This design comes from an exercise in tuning for small area, a short achievable clock period and few clock cycles on the open sky130 flow, not from production work.
No run shown here included a check of the RTL's function; only the layout flow was run.
Power figures rest on the tool's default switching activity, not on a simulated workload.

==> flow/design.v <==
module sw_link_core (
    input  wire         clk,
    input  wire         rst,             
    input  wire [7:0]   cfg_self_addr,   
    input  wire [7:0]   cfg_peer_addr,   
    input  wire [6:0]   prog_len,        
    output wire [5:0]   prog_addr,       
    input  wire [7:0]   prog_data,       
    output wire         call_valid,
    output wire [3:0]   call_op,
    output wire [3:0]   call_len,
    output wire [111:0] call_data,
    input  wire         call_ready,
    input  wire         resp_ok,
    input  wire [1:0]   resp_mode,
    input  wire [3:0]   resp_len,
    input  wire [111:0] resp_data,
    input  wire         irq_rx,          
    input  wire         host_req,        
    input  wire [23:0]  host_slots,
    output wire [5:0]   err,
    output wire [1:0]   rej_reason,
    output wire [1:0]   lsm_state,
    output wire [5:0]   ord_code,
    output wire         halted
);
    localparam [3:0] OP_ENTER_RX    = 4'd0,
                     OP_TX_NONEMPTY = 4'd1,
                     OP_FLUSH_TX    = 4'd2,
                     OP_SEND        = 4'd3,
                     OP_READ_STATUS = 4'd4,
                     OP_RX_NONEMPTY = 4'd5,
                     OP_FLUSH_RX    = 4'd6,
                     OP_RECEIVE     = 4'd7,
                     OP_SAMPLE      = 4'd8,
                     OP_EMIT        = 4'd9;
    localparam [1:0] M_IDLE = 2'd0, M_RX = 2'd1, M_TX = 2'd2, M_REC = 2'd3;
    localparam [4:0] X_NOP        = 5'b00_000,
                     X_SAMPLE     = 5'b00_010,
                     X_HOSTFWD    = 5'b00_011,
                     X_ORDREQ_ACK = 5'b00_100,
                     X_ENC_VALUE  = 5'b01_000,
                     X_ENC_ORDER  = 5'b01_001,
                     X_DEC_VALUE  = 5'b01_010,
                     X_DEC_ORDER  = 5'b01_011,
                     X_ORD_PACK   = 5'b10_000,
                     X_ORD_TAGCUR = 5'b10_001,
                     X_ORD_UNPACK = 5'b10_010,
                     X_ORD_APPLY  = 5'b10_011,
                     X_LINK_INIT  = 5'b11_000,
                     X_LINK_SEND  = 5'b11_001,
                     X_LINK_REARM = 5'b11_010,
                     X_LINK_RECV  = 5'b11_011,
                     X_LINK_RXDONE= 5'b11_100;
    localparam [7:0] CH_T = 8'h54, CH_L = 8'h4C, CH_H = 8'h48;
    function known;
        input [7:0] b;
        known = (b == CH_T) || (b == CH_L) || (b == CH_H);
    endfunction
    function [1:0] code_of;
        input [7:0] b;
        code_of = (b == CH_T) ? 2'b00 : (b == CH_L) ? 2'b01 : 2'b10;
    endfunction
    reg [5:0]   pc;
    reg         halt_r;
    reg [4:0]   ir;            
    reg         cv;            
    reg [3:0]   cop;           
    reg [2:0]   spin_n;        
    reg [79:0]  cd;            
    reg [5:0]   op_tag;
    reg [31:0]  op_temp;
    reg [15:0]  op_hum;
    reg [31:0]  op_lux;
    reg [7:0]   op_slot0, op_slot1, op_slot2;
    reg [7:0]   res_tag;
    reg [31:0]  res_temp;
    reg [15:0]  res_hum;
    reg [31:0]  res_lux;
    reg [1:0]   rs_c0, rs_c1, rs_c2;
    reg         rs_e01, rs_e02, rs_e12;
    reg [87:0]  txb;
    reg         tx_nz, tx_14;
    reg [87:0]  rxb;
    reg         rx_vok, rx_ook;
    reg         rx_pend, order_pend, res_valid, ord_ok;
    reg [1:0]   lsm;
    reg [3:0]   stall_cnt;
    reg [5:0]   err_r;
    reg [1:0]   rej_r;
    reg [1:0]   ord0, ord1, ord2;
    assign prog_addr  = pc;
    assign call_valid = cv;
    assign call_op    = cop;
    assign call_len   = {tx_14, 2'b11, 1'b0};
    assign call_data  = {txb[87:56], cd};
    assign err        = err_r;
    assign rej_reason = rej_r;
    assign lsm_state  = lsm;
    assign ord_code   = {ord2, ord1, ord0};
    assign halted     = halt_r;
    wire        hs = cv & call_ready;
    wire        rs_tx    = (resp_mode == M_TX);
    wire        rs_rx    = (resp_mode == M_RX);
    wire        spin_more = rs_tx & (spin_n != 3'd7);
    wire        is_send  = (ir == X_LINK_SEND);
    wire        is_rearm = (ir == X_LINK_REARM);
    wire        forced   = ~rs_rx & (stall_cnt >= 4'd10);
    reg         last;
    always @(*) begin
        case (cop)
            OP_TX_NONEMPTY, OP_FLUSH_TX, OP_SEND,
            OP_RX_NONEMPTY, OP_FLUSH_RX:   last = 1'b0;
            OP_READ_STATUS:                last = ~spin_more & ~(is_rearm & forced);
            default:                       last = 1'b1;
        endcase
    end
    wire        adv = ~cv | (call_ready & last);
    wire [1:0]  t_c0 = res_tag[5:4];
    wire [1:0]  t_c1 = res_tag[3:2];
    wire [1:0]  t_c2 = res_tag[1:0];
    wire        un_r1 = res_tag[7];
    wire        un_r2 = (t_c0 == t_c1) | (t_c0 == t_c2) | (t_c1 == t_c2);
    wire        un_r3 = (&t_c0) | (&t_c1) | (&t_c2);
    wire        un_ok = ~un_r1 & ~un_r2 & ~un_r3;
    wire        ap_r2 = rs_e01 | rs_e02 | rs_e12;
    wire        ap_r3 = (&rs_c0) | (&rs_c1) | (&rs_c2);
    wire        ap_ok = ~ap_r2 & ~ap_r3;
    wire        pk_ok = known(op_slot0) & known(op_slot1) & known(op_slot2);
    wire [7:0]  rx_b3 = rxb[7:0];
    wire [7:0]  rx_b4 = rxb[15:8];
    wire [7:0]  rx_b5 = rxb[23:16];
    function [1:0] code3;
        input [7:0] b;
        code3 = known(b) ? code_of(b) : 2'b11;
    endfunction
    reg         rx_pend_d, order_pend_d, res_valid_d, ord_ok_d;
    always @(*) begin
        rx_pend_d = rx_pend;
        if (hs && cop == OP_ENTER_RX && ir == X_LINK_RXDONE) rx_pend_d = 1'b0;
        if (irq_rx) rx_pend_d = 1'b1;
        order_pend_d = order_pend;
        if (ir == X_ORDREQ_ACK) order_pend_d = 1'b0;
        if (host_req) order_pend_d = 1'b1;
        res_valid_d = res_valid;
        if (ir == X_DEC_VALUE) res_valid_d = rx_vok;
        if (ir == X_DEC_ORDER) res_valid_d = rx_ook;
        ord_ok_d = ord_ok;
        if (ir == X_ORD_UNPACK) ord_ok_d = un_ok;
        if (ir == X_ORD_APPLY)  ord_ok_d = ap_ok;
    end
    wire        rcv_hs   = hs & (cop == OP_RECEIVE);
    wire        rx_match = (resp_data[15:8] == cfg_self_addr);
    wire        rx_vok_d = rcv_hs ? resp_ok & (resp_len >= 4'd14) & rx_match : rx_vok;
    wire        rx_ook_d = rcv_hs ? resp_ok & (resp_len >= 4'd6)  & rx_match : rx_ook;
    wire        tx_nz_d = tx_nz | (ir == X_ENC_VALUE) | (ir == X_ENC_ORDER);
    wire [7:0]  w = prog_data;
    reg         w_legal;
    always @(*) begin
        case (w)
            8'h00, 8'h01, 8'h02, 8'h03, 8'h04,
            8'h10, 8'h11, 8'h12, 8'h13,
            8'h20, 8'h21, 8'h22, 8'h23,
            8'h30, 8'h31, 8'h32, 8'h33, 8'h34: w_legal = 1'b1;
            default:                           w_legal = w[7];
        endcase
    end
    wire        f_halt = ({1'b0, pc} >= prog_len) | ~w_legal;
    wire        w_ctl  = w[7] | (w[7:1] == 7'd0);      
    reg         skip_no;     
    always @(*) begin
        case (w[5:4])
            2'd0: skip_no = ~rx_pend_d;
            2'd1: skip_no = ~order_pend_d;
            2'd2: skip_no = ~res_valid_d;
            default: skip_no = ~ord_ok_d;
        endcase
    end
    wire [5:0]  pc_inc  = pc + 6'd1;
    wire [5:0]  pc_skip = pc + 6'd1 + {2'b00, w[3:0]};
    reg  [2:0]  c_v;
    reg  [5:0]  c_key0, c_key1, c_key2;
    reg  [6:0]  c_pay0, c_pay1, c_pay2;
    reg  [1:0]  c_rr;            
    reg         p_seq;           
    reg  [2:0]  mg;              
    wire [5:0]  pc_dec = pc - 6'd1;
    wire [2:0]  hit = {c_v[2] & (c_key2 == pc), c_v[1] & (c_key1 == pc),
                       c_v[0] & (c_key0 == pc)};
    wire [6:0]  c_sel = ({7{hit[0]}} & c_pay0) | ({7{hit[1]}} & c_pay1) |
                        ({7{hit[2]}} & c_pay2);
    wire        w_calls = (w == 8'h02) | (w == 8'h03) | (w[7:3] == 5'b00110 & w[2:0] <= 3'd4);
    reg         cf_known, cf_val;
    always @(*) begin
        case (c_sel[5:4])
        2'd0: begin      
            cf_val   = rx_pend_d;
            cf_known = (w != 8'h34) & (~w_calls | rx_pend_d);
        end
        2'd1: begin      
            cf_val   = order_pend_d & (w != 8'h04);
            cf_known = (w == 8'h04) | ~w_calls | order_pend_d;
        end
        2'd2: begin      
            cf_val   = (w == 8'h12) ? rx_vok_d : (w == 8'h13) ? rx_ook_d : res_valid_d;
            cf_known = 1'b1;
        end
        default: begin   
            cf_val   = ord_ok_d;
            cf_known = (w != 8'h22) & (w != 8'h23);
        end
        endcase
    end
    wire [5:0]  pc_inc2 = pc + 6'd2;
    wire        fold    = (|hit) & (~c_sel[6] | cf_known);
    wire [5:0]  fold_to = ~c_sel[6] ? c_sel[5:0] :
                          cf_val    ? pc_inc2 : pc_inc2 + {2'b00, c_sel[3:0]};
    wire [5:0]  pc_nxt  = ~w_ctl                       ? (fold ? fold_to : pc_inc) :
                          (w[7:6] == 2'b11)            ? w[5:0]  :
                          (w[7:6] == 2'b10 && skip_no) ? pc_skip : pc_inc;
    wire        w_static = (w[7:6] == 2'b11) | (w[7:1] == 7'd0);
    wire [5:0]  w_succ   = w[7] ? w[5:0] : pc_inc;
    wire [6:0]  w_pay    = w_static ? {1'b0, w_succ} : {1'b1, w[5:0]};
    wire        take     = adv & ~halt_r & ~f_halt;
    wire        ins  = take & w_ctl & ~(|mg & w_static) & p_seq;
    wire        wr0  = ins & (c_rr == 2'd0);
    wire        wr1  = ins & (c_rr == 2'd1);
    wire        wr2  = ins & (c_rr == 2'd2);
    always @(posedge clk) begin
        if (rst) begin
            c_v   <= 3'd0;
            c_rr  <= 2'd0;
            mg    <= 3'd0;
            p_seq <= 1'b0;
        end else if (take) begin
            mg    <= (~w_ctl & fold & ~c_sel[6]) ? hit : 3'd0;
            p_seq <= ~w_ctl & ~(|hit);
            if (ins) begin
                c_v[c_rr] <= 1'b1;
                c_rr      <= (c_rr == 2'd2) ? 2'd0 : c_rr + 2'd1;
            end
        end
    end
    always @(posedge clk) begin
        if (wr0) begin c_key0 <= pc_dec; c_pay0 <= w_pay; end
        else if (take & w_ctl & mg[0] & w_static) c_pay0 <= {1'b0, w_succ};
        if (wr1) begin c_key1 <= pc_dec; c_pay1 <= w_pay; end
        else if (take & w_ctl & mg[1] & w_static) c_pay1 <= {1'b0, w_succ};
        if (wr2) begin c_key2 <= pc_dec; c_pay2 <= w_pay; end
        else if (take & w_ctl & mg[2] & w_static) c_pay2 <= {1'b0, w_succ};
    end
    reg         w_call;
    reg [3:0]   w_op;
    always @(*) begin
        w_call = 1'b1;
        case (w[5:0])
            6'h02:   w_op = OP_SAMPLE;
            6'h03:   w_op = OP_EMIT;
            6'h31:   begin w_op = OP_TX_NONEMPTY; w_call = tx_nz_d; end
            6'h32:   w_op = OP_READ_STATUS;
            6'h33:   w_op = OP_RECEIVE;
            6'h30,
            6'h34:   w_op = OP_ENTER_RX;
            default: begin w_op = OP_ENTER_RX; w_call = 1'b0; end
        endcase
        if (w_ctl) w_call = 1'b0;
    end
    wire        dec_v      = (ir == X_DEC_VALUE) & rx_vok;
    wire [7:0]  res_tag_d  = dec_v ? rx_b3      : res_tag;
    wire [31:0] res_temp_d = dec_v ? rxb[39:8]  : res_temp;
    wire [15:0] res_hum_d  = dec_v ? rxb[55:40] : res_hum;
    wire [31:0] res_lux_d  = dec_v ? rxb[87:56] : res_lux;
    wire [87:0] txb_d      = (ir == X_ENC_VALUE) ? {op_lux, op_hum, op_temp, 2'b00, op_tag} :
                             (ir == X_ENC_ORDER) ? {txb[87:24], op_slot2, op_slot1, op_slot0} :
                                                   txb;
    wire        tx_14_d    = (ir == X_ENC_VALUE) | (tx_14 & (ir != X_ENC_ORDER));
    wire        send_pend  = cv & (ir == X_LINK_SEND) & (cop != OP_READ_STATUS);
    wire        cd_res     = (cv & (ir == X_HOSTFWD)) | ((w == 8'h03) & ~send_pend);
    always @(posedge clk)
        cd <= cd_res ? {res_hum_d, res_lux_d, res_temp_d}
                     : {txb_d[55:0], cfg_self_addr, cfg_peer_addr, 4'b0000, tx_14_d, 3'b101};
    always @(posedge clk) begin
        if (rst) begin
            pc     <= 6'd0;
            halt_r <= 1'b0;
            ir     <= X_NOP;
            cv     <= 1'b0;
            cop    <= OP_ENTER_RX;
            spin_n <= 3'd0;
        end else begin
            if (hs) begin
                case (cop)
                    OP_TX_NONEMPTY: cop <= resp_ok ? OP_FLUSH_TX : OP_SEND;
                    OP_FLUSH_TX:    cop <= OP_SEND;
                    OP_SEND:        begin cop <= OP_READ_STATUS; spin_n <= 3'd0; end
                    OP_READ_STATUS: begin
                        spin_n <= spin_n + 3'd1;
                        if (!spin_more) cop <= OP_RX_NONEMPTY;
                    end
                    OP_RX_NONEMPTY: cop <= resp_ok ? OP_FLUSH_RX : OP_ENTER_RX;
                    OP_FLUSH_RX:    cop <= OP_ENTER_RX;
                    default: ;
                endcase
            end
            if (adv) begin
                if (halt_r || f_halt || w_ctl) begin
                    ir <= X_NOP;
                    cv <= 1'b0;
                end else begin
                    ir     <= {w[5:4], w[2:0]};
                    cv     <= w_call;
                    cop    <= w_op;
                    spin_n <= 3'd0;
                end
                if (!halt_r) begin
                    if (f_halt) halt_r <= 1'b1;
                    else        pc     <= pc_nxt;
                end
            end
        end
    end
    always @(posedge clk) begin
        if (rst) begin
            op_tag     <= 6'd0;
            op_temp    <= 32'd0;
            op_hum     <= 16'd0;
            op_lux     <= 32'd0;
            op_slot0   <= 8'd0;
            op_slot1   <= 8'd0;
            op_slot2   <= 8'd0;
            res_tag    <= 8'd0;
            res_temp   <= 32'd0;
            res_hum    <= 16'd0;
            res_lux    <= 32'd0;
            rs_c0      <= 2'b11;
            rs_c1      <= 2'b11;
            rs_c2      <= 2'b11;
            rs_e01     <= 1'b1;
            rs_e02     <= 1'b1;
            rs_e12     <= 1'b1;
            tx_nz      <= 1'b0;
            tx_14      <= 1'b0;
            rx_vok     <= 1'b0;
            rx_ook     <= 1'b0;
            lsm        <= M_IDLE;
            stall_cnt  <= 4'd0;
            err_r      <= 6'd0;
            rej_r      <= 2'd0;
            ord0       <= 2'b00;      
            ord1       <= 2'b01;      
            ord2       <= 2'b10;      
        end else begin
            case (ir)
            X_ENC_VALUE, X_ENC_ORDER: begin
                tx_nz <= 1'b1;
                tx_14 <= tx_14_d;
            end
            X_DEC_VALUE: begin
                res_tag  <= res_tag_d;
                res_temp <= res_temp_d;
                res_hum  <= res_hum_d;
                res_lux  <= res_lux_d;
            end
            X_DEC_ORDER: if (rx_ook) begin
                rs_c0  <= code3(rx_b3);
                rs_c1  <= code3(rx_b4);
                rs_c2  <= code3(rx_b5);
                rs_e01 <= (rx_b3 == rx_b4);
                rs_e02 <= (rx_b3 == rx_b5);
                rs_e12 <= (rx_b4 == rx_b5);
            end
            X_ORD_PACK: begin
                if (!pk_ok)
                    err_r[4] <= 1'b1;
                else
                    op_tag <= {code_of(op_slot0), code_of(op_slot1), code_of(op_slot2)};
            end
            X_ORD_TAGCUR: op_tag <= {ord0, ord1, ord2};
            X_ORD_UNPACK: begin
                if (un_ok) begin
                    rs_c0  <= t_c0;
                    rs_c1  <= t_c1;
                    rs_c2  <= t_c2;
                    rs_e01 <= 1'b0;
                    rs_e02 <= 1'b0;
                    rs_e12 <= 1'b0;
                end else begin
                    rej_r    <= un_r1 ? 2'd1 : un_r2 ? 2'd2 : 2'd3;
                    err_r[3] <= 1'b1;
                end
            end
            X_ORD_APPLY: begin
                if (ap_ok) begin
                    ord0 <= rs_c0;
                    ord1 <= rs_c1;
                    ord2 <= rs_c2;
                end else begin
                    rej_r    <= ap_r2 ? 2'd2 : 2'd3;
                    err_r[3] <= 1'b1;
                end
            end
            X_LINK_SEND: if (!cv) err_r[4] <= 1'b1;    
            default: ;
            endcase
            if (hs) begin
                case (cop)
                OP_SAMPLE: begin
                    op_temp <= resp_data[31:0];
                    op_hum  <= resp_data[47:32];
                    op_lux  <= resp_data[79:48];
                end
                OP_ENTER_RX: begin
                    lsm <= M_RX;
                    if (ir != X_LINK_RXDONE) stall_cnt <= 4'd0;
                    if (ir == X_LINK_REARM)  err_r[2]  <= 1'b1;
                end
                OP_SEND: begin
                    if (!resp_ok) err_r[0] <= 1'b1;
                    lsm <= M_TX;
                end
                OP_READ_STATUS: if (!spin_more) begin
                    if (rs_tx) err_r[2] <= 1'b1;
                    if (is_send) begin
                        if (!rs_tx) lsm <= M_IDLE;
                    end else if (rs_rx) begin
                        stall_cnt <= 4'd0;
                        lsm       <= M_RX;
                    end else if (!forced) begin
                        stall_cnt <= stall_cnt + 4'd1;
                        lsm       <= M_REC;
                    end
                end
                OP_RECEIVE: begin
                    rx_vok <= rx_vok_d;
                    rx_ook <= rx_ook_d;
                    if (!resp_ok) err_r[1] <= 1'b1;
                end
                default: ;
                endcase
            end
            if (host_req) begin
                op_slot0 <= host_slots[7:0];
                op_slot1 <= host_slots[15:8];
                op_slot2 <= host_slots[23:16];
            end
            if (f_halt && adv && !halt_r) err_r[5] <= 1'b1;
        end
    end
    always @(posedge clk) begin
        if (rst) begin
            rx_pend    <= 1'b0;
            order_pend <= 1'b0;
            res_valid  <= 1'b0;
            ord_ok     <= 1'b0;
        end else begin
            rx_pend    <= rx_pend_d;
            order_pend <= order_pend_d;
            res_valid  <= res_valid_d;
            ord_ok     <= ord_ok_d;
        end
    end
    always @(posedge clk) begin
        txb <= txb_d;
        if (hs && cop == OP_RECEIVE && resp_ok)
            rxb <= resp_data[111:24];
    end
endmodule
==> flow/flow/run.sh <==
#!/bin/bash
# Standard layout, with the port buffers made of the smallest buffer cell.
set -euo pipefail
export BUFFER_PORTS_ARGS="-buffer_cell sky130_fd_sc_hd__buf_1"
bash standard.sh > standard_flow.log 2>&1
==> flow/standard.sh <==
#!/bin/bash
# synth_recipe.tcl (not shown) runs the flow's synth.tcl, then flattens the netlist and writes it again
# the make line also repeats each setting of config.mk as NAME=value (left out here)
make -C /OpenROAD-flow-scripts/flow DESIGN_CONFIG=/design/flow/config.mk WORK_HOME=/design/flow/orfs CLKGATE_MAP_FILE= SYNTH_SCRIPT=/design/flow/synth_recipe.tcl "${@:-finish}"
==> flow/config.mk <==
export PLATFORM = sky130hd
export DESIGN_NAME = sw_link_core
export DESIGN_NICKNAME = sw_link_core
export VERILOG_FILES = /design/flow/design.v
export SDC_FILE = /design/flow/constraint.sdc
export NUM_CORES = 4
export LEC_CHECK = 0
export CAP_MARGIN = 20
export CORE_MARGIN = 2
export CORE_UTILIZATION = 35
export CTS_CLUSTER_DIAMETER = 150
export CTS_CLUSTER_SIZE = 30
export SETUP_SLACK_MARGIN = 2.4
export SLEW_MARGIN = 20
==> flow/constraint.sdc <==
create_clock -name core_clock -period 5.0 [get_ports {clk}]
set_input_delay 1.0000 -clock core_clock [delete_from_list [all_inputs] [get_ports {clk}]]
set_output_delay 1.0000 -clock core_clock [all_outputs]
set_load 0.01 [all_outputs]
==> summary.md, run 1 <==
| Metric | Value |
|---|---|
| GR Util met3 | `0.0387` |
| Slew Limit Fails | `0` |
| Antenna violations before repair | `7` |
| Clock Latency Late Sink | `0.60 ns` |
| Met2 Use GR | `0.316` |
| Routed wire per std cell | `19.8 um` |
| Fin crit share | `0.676` |
| Seq. cell area | `12,800 sq um` |
| Die area | `65,300 sq um` |
| WS Path Type | `register to register` |
| Tot Pwr | `7.59 mW` |
| Core box area | `62,900 sq um` |
| First-pass GRT wire length | `95.9 mm` |
| Status | `finished clean` |
| Mapped Area | `22,100 sq um` |
| Hold Violations, Final | `0` |
| Hold_buf cts | `0` |
| Worst slack at placement | `0.818 ns` |
| Placed Instances | `3,182` |
| Layout cells sized above 1 | `0.113` |
| Number of flops mapped to enable cells by yosys | `159` |
| Post-Syn Instances | `2,148` |
| All-layer global routing usage | `0.186` |
| Max_slew headroom | `0.283` |
| Die Y | `256 um` |
| M1 GR Usage | `0.240` |
| Worst-path maximum fanout | `4` |
| Vias | `16,685` |
| FP Rows | `92` |
| Final ANT Viol Nets | `0` |
| RSZ-0062 raised after global routing | `true` |
| PortBufs | `318` |
| Number of fill cells | `6,206` |
| Leading area contributor after synthesis | `dfxtp_1` |
| Clock Tree Buf Depth | `3` |
| Worst reg2reg setup slack | `1.62 ns` |
| Clock period minus worst slack | `3.38 ns` |
| Max-cap viol count | `0` |
| Ys async rst share | `0` |
| Post-DP HPWL | `43.1 mm` |
| Footprint of the multi-input gates | `9070 sq um` |
| Worst flop-to-flop path endpoint | `pc[5]$_SDFFE_PP0P_` |
| DRC | `0` |
| Vias per cell | `5.07` |
| Die X | `256 um` |
| Area after DPL | `24,100 sq um` |
| Syn avg cell area | `10.3 sq um` |
| Crit Reg-Reg Startpoint | `pc[5]$_SDFFE_PP0P_` |
| Seq cells post-synth | `558` |
| Power per cell area | `294 nW/um^2` |
| Final setup viols | `0` |
| WHS | `0.461 ns` |
| Worst hold path depth | `2` |
| Vias in the first global route | `16,328` |
| Seq/Total Area, Yosys | `0.576` |
| DR pass1 iterations | `8` |
| Worst reg2reg path depth | `16` |
| Root Buffer | `clkbuf_16` |
| TNS Setup | `0 ns` |
| Clk sinks | `558` |
| Yosys cell types | `90` |
| Top-area cell type share of the netlist area | `0.361` |
| Grt total ovfl | `0` |
| CP required | `5.47 ns` |
| Arr. time, crit path | `3.85 ns` |
| Leakage | `9.79 nW` |
| Ports | `323` |
| Drt initial violations | `1,246` |
| Reg clk slew, reported paths | `0.12 ns` |
| RePlAce Congestion | `0.891` |
| Total CTS buffers | `22` |
| Post-layout nets | `2,632` |
| CTS tree | `built` |
| CTS H-tree depth | `1` |
| Top cells by area, synth | `dfxtp_1, edfxtp_1, mux2i_1` |
| Area Overhead vs Synth | `16.5%` |
| Starting Density | `0.352` |
| Crit path launch type | `register` |
| Cell Count, Final, Fillers Out | `3,293` |
| Hold Path End | `op_temp[22]$_SDFFE_PP0P_` |
| Core Util, Final | `0.411` |
| Peak supply drop | `0.000313 V` |
| Fmax | `296 MHz` |
| Primary FF master, synth | `dfxtp_1` |
| Final Skew | `0.0363 ns` |
| Fin area | `25,800 sq um` |
| Synth cell count leaders | `dfxtp_1, nor2_1, nand2_1` |
| Most used routing layer | `met2` |
| Worst setup EP type | `register` |
| Synth warn | `1` |
| Hold path startpoint | `op_temp[22]$_SDFFE_PP0P_` |
| Largest net degree at the start of global routing | `93` |
| Total routed wirelength | `65.1 mm` |
| Hold Crit Class | `register to register` |
| Slew @ Worst Pin | `1.07 ns` |
| Final WS setup | `1.62 ns` |
| Count leader, synth | `dfxtp_1` |
==> routing by layer <==
layer  wire [um]  vias up
li1            -     7938
met1       27800     8161
met2       31400      485
met3        4130       95
met4        1670        6
met5          41        -
==> how the worst max path moves through the flow <==
stage / startpoint / to / slack, ns / cells after the start
after CTS: pc[5]$_SDFFE_PP0P_ / pc[5]$_SDFFE_PP0P_ / 1.67 / 16
after global placement: prog_data[5] / pc[2]$_SDFFE_PP0P_ / 0.91 / 10
final: pc[5]$_SDFFE_PP0P_ / pc[5]$_SDFFE_PP0P_ / 1.62 / 16
after global routing: pc[5]$_SDFFE_PP0P_ / pc[5]$_SDFFE_PP0P_ / 1.45 / 16
after detailed placement: prog_data[5] / pc[2]$_SDFFE_PP0P_ / 0.82 / 10
after floorplan: call_ready / pc[2]$_SDFFE_PP0P_ / 0.28 / 9
==> power breakdown <==
part           switching (mW)  total, mW  internal (mW)  leakage, nW
logic                   0.363      0.592          0.228         4.76
registers              0.0440       4.74           4.70         4.73
clock network            1.40       2.25          0.857        0.303
==> worst max-delay path, stage by stage (launching register included) <==
cell and delay (ns):
dfxtp_4 0.39, buf_6 0.13, xor2_2 0.15, nor4_2 0.07, buf_4 0.14, a222oi_1 0.63
inv_1 0.22, ha_4 0.26, a21o_1 0.19, a21oi_2 0.19, nor2b_1 0.07, o21a_1 0.20
nand3_1 0.08, a21oi_1 0.04, o21a_1 0.20, a2111oi_4 0.20, o32ai_1 0.11
==> sequential cells by signal (all words and copies together), names as in the netlist, 7 cells and up <==
signal and count:
res_hum 16, c_pay1 7, op_lux 32, rxb 88
res_tag 7, res_temp 32, c_pay2 7, op_hum 16
op_temp 32, txb 88, op_slot2 8, op_slot1 8
c_pay0 7, res_lux 32, op_slot0 8, cd 80
==> kinds of logic (layout without fill, tap and decap cells) <==
| kind of cell | Yosys count | after routing | synth area share |
|---|---|---|---|
| compound gates | 386 | 388 | 0.106 |
| buf+inv | 190 | 479 | 0.0410 |
| flops | 558 | 558 | 0.576 |
| simple gates | 727 | 730 | 0.146 |
| mux | 189 | 189 | 0.0878 |
| other cells | 2 | 7 | 0.000339 |
| xor+xnor | 71 | 71 | 0.0281 |
| fa+ha+maj | 25 | 25 | 0.0148 |
==> layout by cell type, fill, tap and decap left out, types with 10 or more instances in the layout <==
master,n
nor2b_1,19
nand3_1,28
o211ai_1,16
dfxtp_2,11
mux2_2,37
buf_1,312
dfxtp_1,382
o21ai_0,49
inv_1,24
and2_1,41
o22ai_1,10
ha_1,16
edfxtp_1,159
nand2_1,252
buf_6,20
nor2_1,276
mux2i_1,149
clkbuf_1,15
clkbuf_16,23
xor2_1,45
nor4_1,11
xnor2_1,25
a21oi_1,204
buf_4,60
nor3_1,15
a22oi_1,15
==> layout make-up <==
type	instances	area share
clock buffer	37	0.0235
timing repair buffer	408	0.0814
antenna	4	0.000388
clock inverter	2	0.00126
multi-input combinational	1406	0.351
sequential	558	0.496
inverter	32	0.00519
tap	846	0.0410
==> timing repair <==
item / 4_1_cts / 5_1_grt
setup endpoints to repair: 236 / 261
gates cloned: 3 / 4
pin swaps: 15 / 14
resized for setup: 80 / 46
setup buffers: 44 / 17
==> inputs of run 2 (changes only) <==
--- a/flow/design.v
+++ b/flow/design.v
@@ -65,3 +65,4 @@
     reg         halt_r;
-    reg [4:0]   ir;            
+    reg         x_samp, x_emit, x_ack, x_encv, x_enco, x_decv, x_deco, x_pack,
+                x_tagcur, x_unp, x_app, x_send, x_rearm, x_recv, x_rxdone;
     reg         cv;            
@@ -105,4 +106,4 @@
     wire        spin_more = rs_tx & (spin_n != 3'd7);
-    wire        is_send  = (ir == X_LINK_SEND);
-    wire        is_rearm = (ir == X_LINK_REARM);
+    wire        is_send  = x_send;
+    wire        is_rearm = x_rearm;
     wire        forced   = ~rs_rx & (stall_cnt >= 4'd10);
@@ -139,15 +140,15 @@
         rx_pend_d = rx_pend;
-        if (hs && cop == OP_ENTER_RX && ir == X_LINK_RXDONE) rx_pend_d = 1'b0;
+        if (hs && x_rxdone) rx_pend_d = 1'b0;
         if (irq_rx) rx_pend_d = 1'b1;
         order_pend_d = order_pend;
-        if (ir == X_ORDREQ_ACK) order_pend_d = 1'b0;
+        if (x_ack) order_pend_d = 1'b0;
         if (host_req) order_pend_d = 1'b1;
         res_valid_d = res_valid;
-        if (ir == X_DEC_VALUE) res_valid_d = rx_vok;
-        if (ir == X_DEC_ORDER) res_valid_d = rx_ook;
+        if (x_decv) res_valid_d = rx_vok;
+        if (x_deco) res_valid_d = rx_ook;
         ord_ok_d = ord_ok;
-        if (ir == X_ORD_UNPACK) ord_ok_d = un_ok;
-        if (ir == X_ORD_APPLY)  ord_ok_d = ap_ok;
+        if (x_unp) ord_ok_d = un_ok;
+        if (x_app)  ord_ok_d = ap_ok;
     end
-    wire        rcv_hs   = hs & (cop == OP_RECEIVE);
+    wire        rcv_hs   = hs & x_recv;
     wire        rx_match = (resp_data[15:8] == cfg_self_addr);
@@ -155,3 +156,3 @@
     wire        rx_ook_d = rcv_hs ? resp_ok & (resp_len >= 4'd6)  & rx_match : rx_ook;
-    wire        tx_nz_d = tx_nz | (ir == X_ENC_VALUE) | (ir == X_ENC_ORDER);
+    wire        tx_nz_d = tx_nz | x_encv | x_enco;
     wire [7:0]  w = prog_data;
@@ -180,40 +181,8 @@
     wire [5:0]  pc_skip = pc + 6'd1 + {2'b00, w[3:0]};
-    reg  [2:0]  c_v;
-    reg  [5:0]  c_key0, c_key1, c_key2;
-    reg  [6:0]  c_pay0, c_pay1, c_pay2;
-    reg  [1:0]  c_rr;            
+    reg         j_v;
+    reg  [5:0]  j_key, j_to;
     reg         p_seq;           
-    reg  [2:0]  mg;              
-    wire [5:0]  pc_dec = pc - 6'd1;
-    wire [2:0]  hit = {c_v[2] & (c_key2 == pc), c_v[1] & (c_key1 == pc),
-                       c_v[0] & (c_key0 == pc)};
-    wire [6:0]  c_sel = ({7{hit[0]}} & c_pay0) | ({7{hit[1]}} & c_pay1) |
-                        ({7{hit[2]}} & c_pay2);
-    wire        w_calls = (w == 8'h02) | (w == 8'h03) | (w[7:3] == 5'b00110 & w[2:0] <= 3'd4);
-    reg         cf_known, cf_val;
-    always @(*) begin
-        case (c_sel[5:4])
-        2'd0: begin      
-            cf_val   = rx_pend_d;
-            cf_known = (w != 8'h34) & (~w_calls | rx_pend_d);
-        end
-        2'd1: begin      
-            cf_val   = order_pend_d & (w != 8'h04);
-            cf_known = (w == 8'h04) | ~w_calls | order_pend_d;
-        end
-        2'd2: begin      
-            cf_val   = (w == 8'h12) ? rx_vok_d : (w == 8'h13) ? rx_ook_d : res_valid_d;
-            cf_known = 1'b1;
-        end
-        default: begin   
-            cf_val   = ord_ok_d;
-            cf_known = (w != 8'h22) & (w != 8'h23);
-        end
-        endcase
-    end
-    wire [5:0]  pc_inc2 = pc + 6'd2;
-    wire        fold    = (|hit) & (~c_sel[6] | cf_known);
-    wire [5:0]  fold_to = ~c_sel[6] ? c_sel[5:0] :
-                          cf_val    ? pc_inc2 : pc_inc2 + {2'b00, c_sel[3:0]};
-    wire [5:0]  pc_nxt  = ~w_ctl                       ? (fold ? fold_to : pc_inc) :
+    reg         mg;              
+    wire        j_hit   = j_v & (j_key == pc);
+    wire [5:0]  pc_nxt  = ~w_ctl                       ? (j_hit ? j_to : pc_inc) :
                           (w[7:6] == 2'b11)            ? w[5:0]  :
@@ -222,20 +191,15 @@
     wire [5:0]  w_succ   = w[7] ? w[5:0] : pc_inc;
-    wire [6:0]  w_pay    = w_static ? {1'b0, w_succ} : {1'b1, w[5:0]};
-    wire        take     = adv & ~halt_r & ~f_halt;
-    wire        ins  = take & w_ctl & ~(|mg & w_static) & p_seq;
-    wire        wr0  = ins & (c_rr == 2'd0);
-    wire        wr1  = ins & (c_rr == 2'd1);
-    wire        wr2  = ins & (c_rr == 2'd2);
+    wire        take     = adv & ~halt_r;
     always @(posedge clk) begin
         if (rst) begin
-            c_v   <= 3'd0;
-            c_rr  <= 2'd0;
-            mg    <= 3'd0;
+            j_v   <= 1'b0;
+            mg    <= 1'b0;
             p_seq <= 1'b0;
         end else if (take) begin
-            mg    <= (~w_ctl & fold & ~c_sel[6]) ? hit : 3'd0;
-            p_seq <= ~w_ctl & ~(|hit);
-            if (ins) begin
-                c_v[c_rr] <= 1'b1;
-                c_rr      <= (c_rr == 2'd2) ? 2'd0 : c_rr + 2'd1;
+            mg    <= ~w_ctl & j_hit;
+            p_seq <= ~w_ctl & ~j_hit;
+            if (w_static && (mg || p_seq)) begin
+                j_v  <= 1'b1;
+                j_to <= w_succ;
+                if (!mg) j_key <= pc - 6'd1;
             end
@@ -243,10 +207,2 @@
     end
-    always @(posedge clk) begin
-        if (wr0) begin c_key0 <= pc_dec; c_pay0 <= w_pay; end
-        else if (take & w_ctl & mg[0] & w_static) c_pay0 <= {1'b0, w_succ};
-        if (wr1) begin c_key1 <= pc_dec; c_pay1 <= w_pay; end
-        else if (take & w_ctl & mg[1] & w_static) c_pay1 <= {1'b0, w_succ};
-        if (wr2) begin c_key2 <= pc_dec; c_pay2 <= w_pay; end
-        else if (take & w_ctl & mg[2] & w_static) c_pay2 <= {1'b0, w_succ};
-    end
     reg         w_call;
@@ -267,3 +223,3 @@
     end
-    wire        dec_v      = (ir == X_DEC_VALUE) & rx_vok;
+    wire        dec_v      = x_decv & rx_vok;
     wire [7:0]  res_tag_d  = dec_v ? rx_b3      : res_tag;
@@ -272,8 +228,8 @@
     wire [31:0] res_lux_d  = dec_v ? rxb[87:56] : res_lux;
-    wire [87:0] txb_d      = (ir == X_ENC_VALUE) ? {op_lux, op_hum, op_temp, 2'b00, op_tag} :
-                             (ir == X_ENC_ORDER) ? {txb[87:24], op_slot2, op_slot1, op_slot0} :
+    wire [87:0] txb_d      = x_encv ? {op_lux, op_hum, op_temp, 2'b00, op_tag} :
+                             x_enco ? {txb[87:24], op_slot2, op_slot1, op_slot0} :
                                                    txb;
-    wire        tx_14_d    = (ir == X_ENC_VALUE) | (tx_14 & (ir != X_ENC_ORDER));
-    wire        send_pend  = cv & (ir == X_LINK_SEND) & (cop != OP_READ_STATUS);
-    wire        cd_res     = (cv & (ir == X_HOSTFWD)) | ((w == 8'h03) & ~send_pend);
+    wire        tx_14_d    = x_encv | (tx_14 & ~x_enco);
+    wire        send_pend  = cv & x_send & (cop != OP_READ_STATUS);
+    wire        cd_res     = (cv & x_emit) | ((w == 8'h03) & ~send_pend);
     always @(posedge clk)
@@ -285,3 +241,4 @@
             halt_r <= 1'b0;
-            ir     <= X_NOP;
+            {x_samp, x_emit, x_ack, x_encv, x_enco, x_decv, x_deco, x_pack,
+             x_tagcur, x_unp, x_app, x_send, x_rearm, x_recv, x_rxdone} <= 15'd0;
             cv     <= 1'b0;
@@ -305,11 +262,20 @@
             if (adv) begin
-                if (halt_r || f_halt || w_ctl) begin
-                    ir <= X_NOP;
-                    cv <= 1'b0;
-                end else begin
-                    ir     <= {w[5:4], w[2:0]};
-                    cv     <= w_call;
-                    cop    <= w_op;
-                    spin_n <= 3'd0;
-                end
+                x_samp   <= ~halt_r & (w == 8'h02);
+                x_emit   <= ~halt_r & (w == 8'h03);
+                x_ack    <= ~halt_r & (w == 8'h04);
+                x_encv   <= ~halt_r & (w == 8'h10);
+                x_enco   <= ~halt_r & (w == 8'h11);
+                x_decv   <= ~halt_r & (w == 8'h12);
+                x_deco   <= ~halt_r & (w == 8'h13);
+                x_pack   <= ~halt_r & (w == 8'h20);
+                x_tagcur <= ~halt_r & (w == 8'h21);
+                x_unp    <= ~halt_r & (w == 8'h22);
+                x_app    <= ~halt_r & (w == 8'h23);
+                x_send   <= ~halt_r & (w == 8'h31);
+                x_rearm  <= ~halt_r & (w == 8'h32);
+                x_recv   <= ~halt_r & (w == 8'h33);
+                x_rxdone <= ~halt_r & (w == 8'h34);
+                cv     <= w_call & ~halt_r & ~f_halt;
+                cop    <= w_op;
+                spin_n <= 3'd0;
                 if (!halt_r) begin
@@ -352,4 +318,3 @@
         end else begin
-            case (ir)
-            X_ENC_VALUE, X_ENC_ORDER: begin
+            if (x_encv || x_enco) begin
                 tx_nz <= 1'b1;
@@ -357,3 +322,3 @@
             end
-            X_DEC_VALUE: begin
+            if (x_decv) begin
                 res_tag  <= res_tag_d;
@@ -363,3 +328,3 @@
             end
-            X_DEC_ORDER: if (rx_ook) begin
+            if (x_deco && rx_ook) begin
                 rs_c0  <= code3(rx_b3);
@@ -371,3 +336,3 @@
             end
-            X_ORD_PACK: begin
+            if (x_pack && !halt_r) begin
                 if (!pk_ok)
@@ -377,4 +342,4 @@
             end
-            X_ORD_TAGCUR: op_tag <= {ord0, ord1, ord2};
-            X_ORD_UNPACK: begin
+            if (x_tagcur) op_tag <= {ord0, ord1, ord2};
+            if (x_unp && !halt_r) begin
                 if (un_ok) begin
@@ -391,3 +356,3 @@
             end
-            X_ORD_APPLY: begin
+            if (x_app && !halt_r) begin
                 if (ap_ok) begin
@@ -401,16 +366,14 @@
             end
-            X_LINK_SEND: if (!cv) err_r[4] <= 1'b1;    
-            default: ;
-            endcase
+            if (x_send && !cv && !halt_r) err_r[4] <= 1'b1;    
+            if (hs && x_samp) begin
+                op_temp <= resp_data[31:0];
+                op_hum  <= resp_data[47:32];
+                op_lux  <= resp_data[79:48];
+            end
             if (hs) begin
                 case (cop)
-                OP_SAMPLE: begin
-                    op_temp <= resp_data[31:0];
-                    op_hum  <= resp_data[47:32];
-                    op_lux  <= resp_data[79:48];
-                end
                 OP_ENTER_RX: begin
                     lsm <= M_RX;
-                    if (ir != X_LINK_RXDONE) stall_cnt <= 4'd0;
-                    if (ir == X_LINK_REARM)  err_r[2]  <= 1'b1;
+                    if (!x_rxdone) stall_cnt <= 4'd0;
+                    if (x_rearm)   err_r[2]  <= 1'b1;
                 end
@@ -432,7 +395,3 @@
                 end
-                OP_RECEIVE: begin
-                    rx_vok <= rx_vok_d;
-                    rx_ook <= rx_ook_d;
-                    if (!resp_ok) err_r[1] <= 1'b1;
-                end
+                OP_RECEIVE: if (!resp_ok) err_r[1] <= 1'b1;
                 default: ;
@@ -440,2 +399,4 @@
             end
+            rx_vok <= rx_vok_d;
+            rx_ook <= rx_ook_d;
             if (host_req) begin
@@ -463,3 +424,3 @@
         txb <= txb_d;
-        if (hs && cop == OP_RECEIVE && resp_ok)
+        if (rcv_hs && resp_ok)
             rxb <= resp_data[111:24];
--- a/flow/config.mk
+++ b/flow/config.mk
@@ -11,3 +11,3 @@
 export CTS_CLUSTER_DIAMETER = 150
-export CTS_CLUSTER_SIZE = 30
+export CTS_CLUSTER_SIZE = 25
 export SETUP_SLACK_MARGIN = 2.4
==> run 2 against run 1 <==
  * Die area down 7.0%
  * Design area down 10%
  * Clock skew about the same
  * Register-to-register slack better by 0.88 ns
  * Core utilization down 1.0 points
  * Clock power up 4%
  * Critical path depth down 9
  * Routed wire length down 15%
  * Critical path type is now primary input to register
  * Area after synthesis down 7.1%
==> summary.md, run 2 <==
| Metric | Value |
|---|---|
| Most frequent cells in the layout | `dfxtp_1, buf_1, nand2_1, nor2_1, a21oi_1` |
| All-layer global routing usage | `0.174` |
| Fmax | `391 MHz` |
| Post-layout nets | `2,401` |
| Synth warn | `1` |
| Leading area contributor after synthesis | `dfxtp_1` |
| First-pass GRT wire length | `82.8 mm` |
| Top Registers | `rxb x88, txb x88, cd x80` |
| CP required | `5.50 ns` |
| Crit Reg-Reg Startpoint | `pc[0]$_SDFFE_PP0P_` |
| Starting Density | `0.355` |
| Final setup viols | `0` |
| Slew @ Worst Pin | `1.07 ns` |
| Core Util, Final | `0.400` |
| Leakage | `7.85 nW` |
| Vias in the first global route | `14,570` |
| Clock period minus worst slack | `2.56 ns` |
| Die area | `60,700 sq um` |
| Ports | `323` |
| Primary FF master, synth | `dfxtp_1` |
| CTS tree | `built` |
| Top-area cell type share of the netlist area | `0.392` |
| Post-DP HPWL | `37.4 mm` |
| Area Overhead vs Synth | `12.7%` |
| Routed wl met2 | `26.4 mm` |
| Peak supply drop | `0.000226 V` |
| Number of flops mapped to enable cells by yosys | `132` |
| Adder-Cell Fraction of Synth Area | `0.0107` |
| Layout cells sized above 1 | `0.0733` |
| Post-Synth XOR/XNOR Area | `0.0260` |
| Reg clk slew, reported paths | `0.11 ns` |
| DR pass1 iterations | `5` |
| Hold Path End | `op_lux[24]$_SDFFE_PP0P_` |
| PortBufs | `318` |
| Post-Synth Simple-Gate Area | `0.150` |
| Hold Violations, Final | `0` |
| Cell Count, Final, Fillers Out | `2,989` |
| DR top layer | `met5` |
| Tot Pwr | `7.23 mW` |
| Vias per cell | `4.95` |
| Largest family of logic cells by synthesized area | `simple AND/OR/NAND/NOR gates` |
| Clk sinks | `535` |
| Clock Latency Late Sink | `0.60 ns` |
| Seq/Total Area, Yosys | `0.585` |
| Post-synthesis mux area share | `0.0969` |
| Status | `finished clean` |
| Placed Instances | `2,927` |
| Die Y | `246 um` |
| Seq cells post-synth | `535` |
| Mapped Area | `20,600 sq um` |
| RePlAce Congestion | `0.825` |
| Ys async rst share | `0` |
| Root Buffer | `clkbuf_16` |
| Final ANT Viol Nets | `0` |
| Die X | `246 um` |
| Count leader, synth | `dfxtp_1` |
| Drt initial violations | `883` |
| Synth cell count leaders | `dfxtp_1, nand2_1, nor2_1` |
| Slew Limit Fails | `0` |
| Worst reg2reg setup slack | `2.50 ns` |
| Hold Crit Class | `register to register` |
| Largest net degree at the start of global routing | `96` |
| Worst reg2reg path depth | `8` |
| Fin crit share | `0.512` |
| Max-cap viol count | `0` |
| FP Rows | `88` |
| Post-synthesis compound-gate area fraction | `0.0903` |
| TNS Setup | `0 ns` |
| Final Skew | `0.0365 ns` |
| DRC | `0` |
| Power per cell area | `312 nW/um^2` |
| Hold_buf cts | `0` |
| Max_slew headroom | `0.289` |
| Antenna violations before repair | `6` |
| Hold path startpoint | `op_lux[24]$_SDFFE_PP0P_` |
| WL met3 | `3.27 mm` |
| Arr. time, crit path | `3.06 ns` |
| Grt total ovfl | `0` |
| CTS H-tree depth | `1` |
| Worst setup EP type | `register` |
| Syn avg cell area | `10.3 sq um` |
| Vias | `14,806` |
| Total routed wirelength | `55.3 mm` |
| Met1 wire length | `24.6 mm` |
| Worst hold path depth | `2` |
| Worst flop-to-flop path endpoint | `pc[1]$_SDFFE_PP0P_` |
| RSZ-0062 raised after global routing | `false` |
| Most common cell after layout, fill and taps aside | `dfxtp_1` |
| Yosys cell types | `77` |
| Core box area | `57,900 sq um` |
| WS Path Type | `primary input to register` |
| Worst-path maximum fanout | `12` |
| Clock Tree Buf Depth | `3` |
| Crit path launch type | `primary input` |
| Total CTS buffers | `25` |
| Post-Syn Instances | `1,989` |
| Top cells by area, synth | `dfxtp_1, edfxtp_1, mux2i_1` |
| Routed wire per std cell | `18.5 um` |
-- run 2: logic make-up after synthesis --
kind of cell               count (synthesis)
AOI/OAI and AO/OA                        322
xor gates and xnor gates                  61
adders and majority gates                 17
buffers and inverters                    177
DFF                                      535
muxes                                    192
other                                      2
and+or+nand+nor                          683
-- run 2: through the flow --
stage	cell area, sq um	setup WS (ns)	hold WS, ns
after floorplan	20600	2.27	0.426
after global placement	22200	1.67	0.437
after detailed placement	22200	1.64	0.445
after CTS	23000	2.38	0.458
after global routing	23200	2.40	0.474
final	23200	2.44	0.455
-- run 2: worst max-delay path by stage --
| stage | startpoint | slack, ns | cells after the start | to |
|---|---|---|---|---|
| 2_1_floorplan | prog_len[0] | 2.27 | 9 | pc[0]$_SDFFE_PP0P_ |
| 3_3_place_gp | prog_data[4] | 1.67 | 8 | pc[3]$_SDFFE_PP0P_ |
| 3_5_place_dp | prog_data[4] | 1.64 | 8 | pc[3]$_SDFFE_PP0P_ |
| 4_1_cts | prog_data[7] | 2.38 | 8 | cd[64]$_DFF_P_ |
| 5_1_grt | stall_cnt[0]$_SDFFE_PP0P_ | 2.40 | 9 | j_key[0]$_DFFE_PP_ |
| 6_report | prog_data[0] | 2.44 | 7 | pc[1]$_SDFFE_PP0P_ |
-- run 2: repair_timing --
item,CTS,global route
pin swaps,0,3
setup endpoints to repair,19,142
gates cloned,0,1
buffers inserted,4,10
gates resized for setup,13,23
-- run 2: layout make-up --
cell class | count | area [sq um]
diodes | 1 | 2.50
multi-input cells | 1279 | 7910
flip-flops and latches | 535 | 12000
well taps | 765 | 957
inverters | 20 | 85.1
clock inverters | 2 | 25.0
repair buffers | 344 | 1460
fillers | 5760 | 34700
clock buffers | 43 | 693
-- run 2: routing by layer --
metal / vias up / GRT usage
met5: - / 0
met4: 8 / 0.0358
met3: 65 / 0.0388
met2: 334 / 0.292
met1: 7217 / 0.228
li1: 7182 / -
-- run 2: critical path, cell delays in order --
cell and delay [ns]:
buf_1 0.23, nor4_2 0.33, a211oi_1 0.16, a211o_1 0.33, or3b_4 0.46, and2_1 0.20, a221o_1 0.34
-- run 2: where the power goes --
group	switching [mW]	leakage [nW]	internal, mW
clock network	1.38	0.341	0.965
registers	0.0405	4.53	4.46
logic	0.234	2.97	0.156
==> inputs of run 3 (changes only) <==
--- a/flow/design.v
+++ b/flow/design.v
@@ -67,2 +67,3 @@
                 x_tagcur, x_unp, x_app, x_send, x_rearm, x_recv, x_rxdone;
+    reg         x_dok;         
     reg         cv;            
@@ -223,3 +224,3 @@
     end
-    wire        dec_v      = x_decv & rx_vok;
+    wire        dec_v      = x_dok;
     wire [7:0]  res_tag_d  = dec_v ? rx_b3      : res_tag;
@@ -243,2 +244,3 @@
              x_tagcur, x_unp, x_app, x_send, x_rearm, x_recv, x_rxdone} <= 15'd0;
+            x_dok  <= 1'b0;
             cv     <= 1'b0;
@@ -268,2 +270,3 @@
                 x_decv   <= ~halt_r & (w == 8'h12);
+                x_dok    <= ~halt_r & (w == 8'h12) & rx_vok_d;
                 x_deco   <= ~halt_r & (w == 8'h13);
--- a/flow/config.mk
+++ b/flow/config.mk
@@ -7,2 +7,3 @@
 export LEC_CHECK = 0
+export ABC_AREA = 1
 export CAP_MARGIN = 20
==> run 3 against run 2 <==
  * Maximum frequency shrank 1.7%
  * Non-clock buffer count shrank 6
  * Hold slack gained 0.0016 ns
  * Cell count grew 17%
  * Global-route usage grew 1.7 points
  * Clock power is essentially flat
  * Die area grew 3.2%
  * First-iteration DRC count grew 43%
  * Combinational power grew about 20%
  * Sequential cell count grew 1
  * Critical endpoint is now cd[43]$_DFF_P_
  * Highest routed layer is now met4
==> summary.md, run 3 <==
| Metric | Value |
|---|---|
| Arr. time, crit path | `3.10 ns` |
| PortBufs | `318` |
| Die area | `62,700 sq um` |
| Count leader, synth | `dfxtp_1` |
| CTS H-tree depth | `1` |
| Clock Tree Buf Depth | `3` |
| Grt total ovfl | `0` |
| Mapped Area | `21,200 sq um` |
| Primary FF master, synth | `dfxtp_1` |
| Tot Pwr | `7.37 mW` |
| Syn avg cell area | `8.56 sq um` |
| Hold_buf cts | `0` |
| Peak supply drop | `0.000268 V` |
| Hold Crit Class | `register to register` |
| Fin crit share | `0.521` |
| Reg clk slew, reported paths | `0.10 ns` |
| Post-Syn Instances | `2,481` |
| Slew Limit Fails | `0` |
| Leakage | `8.60 nW` |
| Antenna violations before repair | `4` |
| Starting Density | `0.353` |
| Final Skew | `0.0163 ns` |
| Number of fill cells | `6,189` |
| Routed wire per std cell | `18.1 um` |
| Area Overhead vs Synth | `11.3%` |
| Die Y | `250 um` |
| Clock period minus worst slack | `2.60 ns` |
| DRC | `0` |
| Vias in the first global route | `16,581` |
| Post-DP HPWL | `43.4 mm` |
| Max-cap viol count | `0` |
| Final setup viols | `0` |
| All-layer global routing usage | `0.190` |
| Post-layout nets | `2,874` |
| Final ANT Viol Nets | `0` |
| Die X | `250 um` |
| Hold Violations, Final | `0` |
| RSZ-0062 raised after global routing | `false` |
| Root Buffer | `clkbuf_16` |
| CP required | `5.49 ns` |
| Top Registers | `rxb x88, txb x88, cd x80` |
| Synth cell count leaders | `dfxtp_1, nand2_1, nor2_1` |
| Vias | `17,592` |
| Ports | `323` |
| Most common cell after layout, fill and taps aside | `dfxtp_1` |
| Leading area contributor after synthesis | `dfxtp_1` |
| Synth warn | `1` |
| Number of flops mapped to enable cells by yosys | `132` |
| Status | `finished clean` |
| Seq cells post-synth | `536` |
| Ys async rst share | `0` |
| Core box area | `60,100 sq um` |
| Seq/Total Area, Yosys | `0.567` |
| Clk sinks | `536` |
| Vias per cell | `5.05` |
| Most frequent cells in the layout | `dfxtp_1, nand2_1, nor2_1, buf_1, o21ai_0` |
| Slew @ Worst Pin | `1.07 ns` |
| CTS tree | `built` |
| First-pass GRT wire length | `95.0 mm` |
| Power per cell area | `312 nW/um^2` |
| Yosys cell types | `57` |
| WS Path Type | `primary input to register` |
| Crit path launch type | `primary input` |
| Total CTS buffers | `25` |
| Total routed wirelength | `62.9 mm` |
| Top cells by area, synth | `dfxtp_1, edfxtp_1, nand2_1` |
| Worst setup EP type | `register` |
| Cell Count, Final, Fillers Out | `3,483` |
| Largest net degree at the start of global routing | `150` |
| Fmax | `384 MHz` |
| Worst-path maximum fanout | `75` |
| FP Rows | `90` |
| Slowest CP cell | `clkbuf_16` |
| Placed Instances | `3,427` |
| TNS Setup | `0 ns` |
| Layout cells sized above 1 | `0.0382` |
| Core Util, Final | `0.393` |
| DR pass1 iterations | `5` |
| Max_slew headroom | `0.288` |
| Clock Latency Late Sink | `0.59 ns` |
| CP peak stage delay | `0.33 ns` |
| Critical path, cell by cell | `buf_1 -> inv_1 -> nor2_2 -> nand2_1 -> a31o_2 -> o21ai_4 -> clkbuf_16 -> nor2_1 -> a31oi_1` |
| RePlAce Congestion | `0.910` |
| Top-area cell type share of the netlist area | `0.381` |
| Drt initial violations | `1,266` |
==> run 3: critical path, delay by kind of cell <==
family / cells / cell delay, ns
AOI/OAI and AO/OA: 3 / 0.60
buffers and inverters: 3 / 0.85
and+or+nand+nor: 3 / 0.45
==> run 3: worst paths after layout <==
kind / slack [ns] / start / cells past startpoint / to
max: 2.40 / prog_data[0] / 9 / cd[43]$_DFF_P_
min: 0.46 / op_temp[2]$_SDFFE_PP0P_ / 2 / op_temp[2]$_SDFFE_PP0P_
max reg2reg: 2.62 / stall_cnt[0]$_SDFFE_PP0P_ / 11 / j_key[1]$_DFFE_PP_
min reg2reg: 0.46 / op_temp[2]$_SDFFE_PP0P_ / 2 / op_temp[2]$_SDFFE_PP0P_
==> run 3: report_power, final <==
group / switching (mW) / internal (mW) / total, mW
registers: 0.0469 / 4.50 / 4.55
logic: 0.309 / 0.160 / 0.469
clock network: 1.39 / 0.964 / 2.35
==> run 3: metrics by stage <==
stage / setup slack [ns] / instance area (sq um) / hold slack (ns)
floorplan: 1.85 / 21300 / 0.425
global route: 2.41 / 23600 / 0.481
finish: 2.40 / 23600 / 0.457
global placement: 1.75 / 22800 / 0.434
CTS: 2.40 / 23600 / 0.460
detailed placement: 1.68 / 22800 / 0.443
==> run 3: cells by family (layout without fill, tap and decap cells) <==
kind of cell | after synthesis | after routing | synth area share
and+or+nand+nor | 882 | 882 | 0.172
AOI/OAI and AO/OA | 627 | 627 | 0.160
DFF | 536 | 536 | 0.567
buffers and inverters | 386 | 600 | 0.0779
xor gates and xnor gates | 31 | 31 | 0.0128
adders and majority gates | 17 | 17 | 0.0104
other | 2 | 8 | 0.000354
==> run 3: timing repair <==
| item | CTS | global route |
|---|---|---|
| cloned | 0 | 1 |
| endpoints found under the setup margin | 79 | 125 |
| gates resized for setup | 7 | 11 |
| buffers inserted | 2 | 3 |
| pin swaps | 1 | 1 |
==> run 3: per-layer routing <==
| layer | share of wire | up-vias | global-route usage |
|---|---|---|---|
| met5 | 0 | - | 0 |
| met4 | 0.017 | 0 | 0.0400 |
| met3 | 0.073 | 62 | 0.0374 |
| met2 | 0.44 | 542 | 0.299 |
| met1 | 0.47 | 8368 | 0.272 |
| li1 | - | 8620 | - |
==> run 3: layout make-up <==
class                   instances  area [sq um]  share of cell area
inverters                     217           840              0.0355
multi-input cells            1560          7630               0.323
well taps                     782           978              0.0414
diodes                          5          12.5            0.000529
clock inverters                 2          25.0             0.00106
clock buffers                  43           693              0.0293
repair buffers                338          1410              0.0594
flip-flops and latches        536         12100               0.510

[port drivers added, routing unchanged]
No port has a modelled driver above. Below, the same layouts with a new extraction and two added sets of constraints.
Step 1, drivers: a clkbuf_16 drives clk and a buf_2 each remaining input, both assumed.
Step 2 adds t to the input delays and takes it off the output delays; t is the mean of the earliest and latest rising clock arrival at the registers after step 1. Input paths then give back, and output paths get back, about the clock's delay inside the block.
Three values: ideal ports, drivers, drivers and shift; two values: the first two.
| run | t (ns) | setup WS [ns] | hold slack, ns |
|---|---|---|---|
| run 1 | 0.637 | 1.619 / 1.619 / 1.219 | 0.461 / 0.461 / 0.461 |
| run 2 | 0.639 | 2.441 / 2.476 / 1.837 | 0.455 / 0.455 / 0.455 |
| run 3 | 0.639 | 2.397 / 2.423 / 1.783 | 0.457 / 0.457 / 0.457 |
After both steps every run listed still meets setup and hold. The setup slack of run 3, which loses most, moves by +0.026 ns with the drivers and by -0.614 ns with both steps.
